Source: an optimization exercise on an open RTL-to-GDS flow (aim: small area, a short achievable clock period and few clock cycles). Production flows keep margins and buffers that such runs may drop.
The RTL was checked by simulation tests, not by an equivalence proof against the original design.
Power and IR drop assume default switching activity.

01-18:
==> flow/design.v <==
module franklin_rx (
    input  wire       clk,
    input  wire       rst,           
    input  wire       in_valid,
    input  wire       in_timeout,
    input  wire [7:0] in_byte,
    output wire       in_ready,
    output reg        tx_valid,
    output wire [7:0] tx_byte,
    output reg        ind_valid,
    input  wire       ind_ready,
    output reg        ind_dispatch,
    output reg  [7:0] ind_data,
    output reg        ind_last,
    input  wire [1:0] verdict
);
    localparam QD = 8;               
    localparam QW = 3;
    function [4:0] contrib;
        input [1:0] j;
        input [7:0] d;
        begin
            case (j)
                2'd0: contrib = {^(d & 8'h4B), ^(d & 8'h95), ^(d & 8'h26), ^(d & 8'h38), ^(d & 8'hC0)};
                2'd1: contrib = {^(d & 8'hDC), ^(d & 8'h6C), ^(d & 8'hB5), ^(d & 8'h3A), ^(d & 8'hC3)};
                default: contrib = {^(d & 8'hE2), ^(d & 8'hD5), ^(d & 8'hB9), ^(d & 8'h7E), ^(d & 8'hFF)};
            endcase
        end
    endfunction
    function [4:0] tagpar;
        input [2:0] tag;
        begin
            tagpar = {{4{tag[0] ^ tag[1]}}, tag[0]};
        end
    endfunction
    function [3:0] code_hi;
        input [2:0] idx;
        begin
            case (idx)
                3'd0: code_hi = 4'h8;
                3'd1: code_hi = 4'hE;
                3'd2: code_hi = 4'hD;
                3'd3: code_hi = 4'hB;
                3'd4: code_hi = 4'hF;
                3'd5: code_hi = 4'h9;
                default: code_hi = 4'hA;
            endcase
        end
    endfunction
    reg       rdy;
    reg       tk_v;
    reg       tk_to;
    reg [7:0] tk_b;
    reg       tk_known;      
    reg       tk_start;      
    assign in_ready = rdy;
    wire in_known = in_byte[7:4] == code_hi(in_byte[2:0]) && !in_byte[3] &&
                    in_byte[2:0] != 3'd7;
    wire in_start = !in_byte[7] && in_byte[6:0] != 7'd0 && in_byte[6:0] != 7'd1 &&
                    in_byte[6:0] != 7'd2 && in_byte[6:0] != 7'd4;
    always @(posedge clk) begin
        tk_v     <= in_valid & rdy & ~rst;
        tk_to    <= in_timeout;
        tk_b     <= in_byte;
        tk_known <= in_known;
        tk_start <= in_start;
    end
    reg [7:0] mem [0:127];
    reg [4:0] syn [0:42];
    reg       coll;          
    reg       dph;           
    reg       first;         
    reg [6:0] flen;          
    reg [6:0] dleft;         
    reg [1:0] gj;            
    reg [4:0] acc;           
    reg [5:0] gw;            
    reg [5:0] tr, tr1;       
    reg [5:0] kc;            
    reg [4:0] synh;          
    reg       bad;
    reg       ffb;           
    reg       ff_in;
    reg [6:0] wp, fs, rq;    
    reg [7:0] pf [0:1];      
    reg       pfh, pft;
    reg [1:0] pfn;
    reg [7:0]    q [0:QD-1];
    reg [QW-1:0] qh, qt;
    reg [QW:0]   qn;
    reg          hv;         
    reg [7:0]    hd;
    reg       ad;            
    reg [6:0] bleft;         
    reg       pv;            
    reg [1:0] txi;           
    reg       txx;
    assign tx_byte = {1'b1, txx, txi[0], txi[1], 2'b00, txi[1], txi[0]};
    wire       bt      = tk_v && coll && !tk_to;         
    wire       cchk    = bt && !dph;                     
    wire [4:0] cb      = contrib(gj, tk_b);
    wire [4:0] nsyn    = acc ^ cb;
    wire       wsyn    = bt && gj == 2'd2;
    wire       chk_ok  = tk_b == {synh, tr[2:0]};
    wire       lastchk = (kc == 6'd1);
    wire       fail    = bad || !chk_ok;
    wire       keep    = !fail && ffb == ff_in;           
    wire [5:0] sidx    = cchk ? tr1 : tr;
    reg       push;
    reg [7:0] pdat;
    always @(*) begin
        push = 1'b0;
        pdat = 8'h09;
        if (tk_v) begin
            if (!coll) begin
                if (!tk_to && tk_known) begin
                    push = 1'b1;
                    pdat = {5'd0, tk_b[2:0]};
                end else if (!tk_to && !tk_start) begin
                    push = 1'b1;
                end
            end else if (tk_to) begin
                push = 1'b1;
            end else if (!dph && lastchk) begin
                push = 1'b1;
                if (keep)
                    pdat = {1'b1, flen};
                else
                    pdat = {7'h04, fail};
            end
        end
    end
    always @(posedge clk) begin
        if (bt && dph)
            mem[wp] <= first ? {1'b0, tk_b[6:0]} : tk_b;
        if (wsyn)
            syn[gw] <= nsyn;
        if (wsyn && gw == sidx)
            synh <= nsyn ^ tagpar(sidx[2:0]);
        else
            synh <= syn[sidx] ^ tagpar(sidx[2:0]);
    end
    always @(posedge clk) begin
        if (rst) begin
            coll  <= 1'b0;
            ff_in <= 1'b0;
            wp    <= 7'd0;
            fs    <= 7'd0;
        end else if (tk_v) begin
            if (!coll) begin
                if (!tk_to && tk_start) begin
                    coll  <= 1'b1;
                    dph   <= 1'b1;
                    first <= 1'b1;
                    flen  <= tk_b[6:0] - 7'd2;
                    dleft <= tk_b[6:0] - 7'd1;
                    gj    <= 2'd1;
                    acc   <= contrib(2'd0, tk_b);
                    gw    <= 6'd0;
                    tr    <= 6'd0;
                    tr1   <= 6'd1;
                    kc    <= 6'd1;
                    bad   <= 1'b0;
                end
            end else if (tk_to) begin
                coll <= 1'b0;
                wp   <= fs;
            end else begin
                gj  <= (gj == 2'd2) ? 2'd0 : gj + 2'd1;
                acc <= (gj == 2'd2) ? 5'd0 : nsyn;
                if (gj == 2'd2)
                    gw <= gw + 6'd1;
                if (dph) begin
                    wp    <= wp + 7'd1;
                    first <= 1'b0;
                    if (first)
                        ffb <= tk_b[7];
                    dleft <= dleft - 7'd1;
                    if (dleft == 7'd1)
                        dph <= 1'b0;
                    if (gj == 2'd0)
                        kc <= kc + 6'd1;
                end else begin
                    tr  <= tr1;
                    tr1 <= tr1 + 6'd1;
                    kc  <= kc - 6'd1;
                    if (!chk_ok)
                        bad <= 1'b1;
                    if (lastchk) begin
                        coll <= 1'b0;
                        if (keep) begin
                            ff_in <= ~ff_in;
                            fs    <= wp;
                        end else begin
                            wp <= fs;
                        end
                    end
                end
            end
        end
    end
    wire ofree = !ind_valid || ind_ready;
    wire vfire = ind_valid && ind_ready && ind_dispatch && ind_last;
    reg hcons;               
    reg ldd;                 
    reg ldc;                 
    reg txe;                 
    always @(*) begin
        hcons = 1'b0;
        ldd   = 1'b0;
        ldc   = 1'b0;
        txe   = 1'b0;
        if (ad) begin
            ldd = ofree && pfn != 2'd0;
        end else if (hv) begin
            if (hd[7]) begin
                ldd = ofree && pfn != 2'd0; hcons = ldd;
            end else if (hd[3]) begin
                txe = !pv; hcons = !pv;
            end else begin
                ldc = ofree; hcons = ofree;
            end
        end
    end
    wire hload = (!hv || hcons) && (qn != 0);
    always @(posedge clk) begin
        if (push)
            q[qt] <= pdat;
        if (hload)
            hd <= q[qh];
    end
    wire [6:0] used   = wp - rq;
    wire       rgo    = pfn != 2'd2 && rq != fs;
    reg  [7:0] mrd;
    integer mi;
    always @(*) begin
        mrd = 8'd0;
        for (mi = 0; mi < 128; mi = mi + 1)
            mrd = mrd | ({8{rq == mi}} & mem[mi]);
    end
    always @(posedge clk) begin
        if (rgo)
            pf[pft] <= mrd;
    end
    wire       tkpush = tk_v && (coll ? (tk_to || (!dph && lastchk)) : (!tk_to && !tk_start));
    always @(posedge clk) begin
        if (rst) begin
            qh        <= {QW{1'b0}};
            qt        <= {QW{1'b0}};
            qn        <= {(QW+1){1'b0}};
            hv        <= 1'b0;
            ad        <= 1'b0;
            pv        <= 1'b0;
            rq        <= 7'd0;
            pfh       <= 1'b0;
            pft       <= 1'b0;
            pfn       <= 2'd0;
            ind_valid <= 1'b0;
            tx_valid  <= 1'b0;
            rdy       <= 1'b1;
        end else begin
            if (push)
                qt <= qt + 1'b1;
            if (hload)
                qh <= qh + 1'b1;
            qn <= qn + {{QW{1'b0}}, push} - {{QW{1'b0}}, hload};
            if (hload)
                hv <= 1'b1;
            else if (hcons)
                hv <= 1'b0;
            rdy <= ({1'b0, qn} + {{QW{1'b0}}, tkpush} <= QD - 2) &&
                   !((rq != fs) && (used >= 7'd125));
            if (rgo) begin
                rq  <= rq + 7'd1;
                pft <= ~pft;
            end
            if (ldd)
                pfh <= ~pfh;
            pfn <= pfn + {1'b0, rgo} - {1'b0, ldd};
            tx_valid <= vfire || txe;
            if (vfire)
                pv <= 1'b0;
            if (ofree)
                ind_valid <= 1'b0;
            if (ldd) begin
                ind_valid    <= 1'b1;
                if (ad) begin
                    bleft    <= bleft - 7'd1;
                    if (bleft == 7'd1) begin
                        ad <= 1'b0;
                        pv <= 1'b1;
                    end
                end else begin
                    bleft    <= hd[6:0];
                    ad       <= 1'b1;
                end
            end
            if (ldc)
                ind_valid    <= 1'b1;
        end
    end
    wire [7:0] o_data = ldd ? pf[pfh] : {code_hi(hd[2:0]), 1'b0, hd[2:0]};
    wire       o_last = ldd ? (ad && bleft == 7'd1) : 1'b1;
    wire       o_ld   = ldd || ldc;
    always @(posedge clk) begin
        if (rst) begin
            ind_data     <= 8'd0;
            ind_last     <= 1'b0;
            ind_dispatch <= 1'b0;
        end else if (o_ld) begin
            ind_data     <= o_data;
            ind_last     <= o_last;
            ind_dispatch <= ldd;
        end
        txi <= vfire ? {verdict[0] ^ verdict[1], verdict[1]} : {1'b0, hd[0]};
        txx <= vfire ? verdict[0] : hd[0];
    end
endmodule
clock: 10.0 ns
lec_check: 0
cap_margin: 20
core_margin: 2
core_utilization: 50
cts_cluster_diameter: 100
cts_cluster_size: 20
place_density: 0.65
slew_margin: 20
standard.sh (not shown) runs the stock make flow with config.mk's settings and CLKGATE_MAP_FILE= SYNTH_SCRIPT=/design/flow/synth_recipe.tcl, a recipe that flattens the netlist after the stock synthesis.
==> flow/flow/run.sh <==
#!/bin/bash
# The standard layout (the standard.sh: standard synthesis, floorplan,
# placement, CTS, routing), with the setup repair steps aiming for more slack
# than the clock period needs, so that they shorten the critical paths.
set -euo pipefail
export SETUP_SLACK_MARGIN=6.8
bash standard.sh > standard.log 2>&1
Testbench counts of 01-18, summed over its fixed seeds: cycles 80,353.
Here is what was changed in the inputs of 03-05 compared with 01-18.
--- a/flow/design.v
+++ b/flow/design.v
@@ -83,4 +83,9 @@
     reg       ff_in;
     reg [6:0] wp, fs, rq;    
+    reg       wv;            
+    reg [6:0] wa;
+    reg [7:0] wd;
+    reg [3:0] ra;            
+    reg [15:0] rb;           
     reg [7:0] pf [0:1];      
     reg       pfh, pft;
@@ -88,5 +93,5 @@
     reg [7:0]    q [0:QD-1];
     reg [QW-1:0] qh, qt;
-    reg [QW:0]   qn;
+    reg [QD-1:0] qn;         
     reg          hv;         
     reg [7:0]    hd;
@@ -132,6 +137,9 @@
     end
     always @(posedge clk) begin
-        if (bt && dph)
-            mem[wp] <= first ? {1'b0, tk_b[6:0]} : tk_b;
+        wv <= !rst && bt && dph;
+        wa <= wp;
+        wd <= first ? {1'b0, tk_b[6:0]} : tk_b;
+        if (wv)
+            mem[wa] <= wd;
         if (wsyn)
             syn[gw] <= nsyn;
@@ -223,5 +231,5 @@
         end
     end
-    wire hload = (!hv || hcons) && (qn != 0);
+    wire hload = (!hv || hcons) && qn[0];
     always @(posedge clk) begin
         if (push)
@@ -232,14 +240,25 @@
     wire [6:0] used   = wp - rq;
     wire       rgo    = pfn != 2'd2 && rq != fs;
-    reg  [7:0] mrd;
-    integer mi;
+    reg  [7:0] mcol [0:7];
+    reg  [7:0] mrd [0:1];
+    integer mi, mj;
     always @(*) begin
-        mrd = 8'd0;
-        for (mi = 0; mi < 128; mi = mi + 1)
-            mrd = mrd | ({8{rq == mi}} & mem[mi]);
+        for (mi = 0; mi < 8; mi = mi + 1) begin
+            mcol[mi] = 8'd0;
+            for (mj = 0; mj < 16; mj = mj + 1)
+                mcol[mi] = mcol[mi] | ({8{rb[mj]}} & mem[8 * mj + mi]);
+        end
+        mrd[0] = 8'd0;
+        mrd[1] = 8'd0;
+        for (mi = 0; mi < 4; mi = mi + 1) begin
+            mrd[0] = mrd[0] | ({8{ra[mi]}} & mcol[2 * mi]);
+            mrd[1] = mrd[1] | ({8{ra[mi]}} & mcol[2 * mi + 1]);
+        end
     end
     always @(posedge clk) begin
-        if (rgo)
-            pf[pft] <= mrd;
+        if (rgo && !pft)
+            pf[0] <= mrd[0];
+        if (rgo && pft)
+            pf[1] <= mrd[1];
     end
     wire       tkpush = tk_v && (coll ? (tk_to || (!dph && lastchk)) : (!tk_to && !tk_start));
@@ -248,9 +267,11 @@
             qh        <= {QW{1'b0}};
             qt        <= {QW{1'b0}};
-            qn        <= {(QW+1){1'b0}};
+            qn        <= {QD{1'b0}};
             hv        <= 1'b0;
             ad        <= 1'b0;
             pv        <= 1'b0;
             rq        <= 7'd0;
+            ra        <= 4'd1;
+            rb        <= 16'd1;
             pfh       <= 1'b0;
             pft       <= 1'b0;
@@ -264,13 +285,20 @@
             if (hload)
                 qh <= qh + 1'b1;
-            qn <= qn + {{QW{1'b0}}, push} - {{QW{1'b0}}, hload};
+            if (push && !hload)
+                qn <= {qn[QD-2:0], 1'b1};
+            else if (!push && hload)
+                qn <= {1'b0, qn[QD-1:1]};
             if (hload)
                 hv <= 1'b1;
             else if (hcons)
                 hv <= 1'b0;
-            rdy <= ({1'b0, qn} + {{QW{1'b0}}, tkpush} <= QD - 2) &&
+            rdy <= !(tkpush ? qn[QD-3] : qn[QD-2]) &&
                    !((rq != fs) && (used >= 7'd125));
             if (rgo) begin
                 rq  <= rq + 7'd1;
+                if (rq[0])
+                    ra <= {ra[2:0], ra[3]};
+                if (rq[0] && ra[3])
+                    rb <= {rb[14:0], rb[15]};
                 pft <= ~pft;
             end
[summary]
03-05 ended up with a lower share of the core filled with cells in the final layout than 01-18 did. In the reports for 01-18 and 03-05, the larger worst hold slack belongs to 01-18. 03-05 vs. 01-18: power shrank by about 5%; setup skew after layout rose 0.0071 ns; share of the cycle needed by the critical path after routing now smaller. Compared to 01-18, the number of flip-flops in 03-05 is higher. On post-route cell area, 01-18 loses to 03-05. Going from 01-18 to 03-05, critical path depth lost 7; number of inserted diodes lost 14; final cell count without fillers lost 230; summed instance area of the synthesized netlist picked up an extra 1.9%. Final estimated routing congestion in global placement (03-05 vs. 01-18) decreases by more than a quarter. Of the two values seen for startpoint of the most critical setup path, wa[3]$_DFF_P_ was produced by 03-05 and rq[4]$_SDFFE_PP0P_ by 01-18. Compared to 01-18, the router laid down less metal wire for 03-05.
Testbench counts of 03-05, summed over its fixed seeds: cycles 80,353.

[what the ideal ports hide]
No port has a modelled driver above. Below, the same layouts with a new extraction and two added sets of constraints. Step 1, drivers: a clkbuf_16 drives clk and a buf_2 each remaining input, both assumed. Step 2 moves the port delays by t, midway between the first and last clock arrival at a register: inputs arrive t later, outputs are due t later. That takes back most of the time a late clock gives input paths. a / b / c = no drivers / after step 1 / after step 2; a / b = the first two.
run | t, ns | setup WS [ns] | slew at the worst register clock pin (ns)
01-18 | 0.783 | 6.575 / 6.575 / 5.958 | 0.09 / 0.09
03-05 | 0.753 | 6.819 / 6.759 / 6.202 | 0.09 / 0.09
After both steps setup and hold are still met in every run listed.
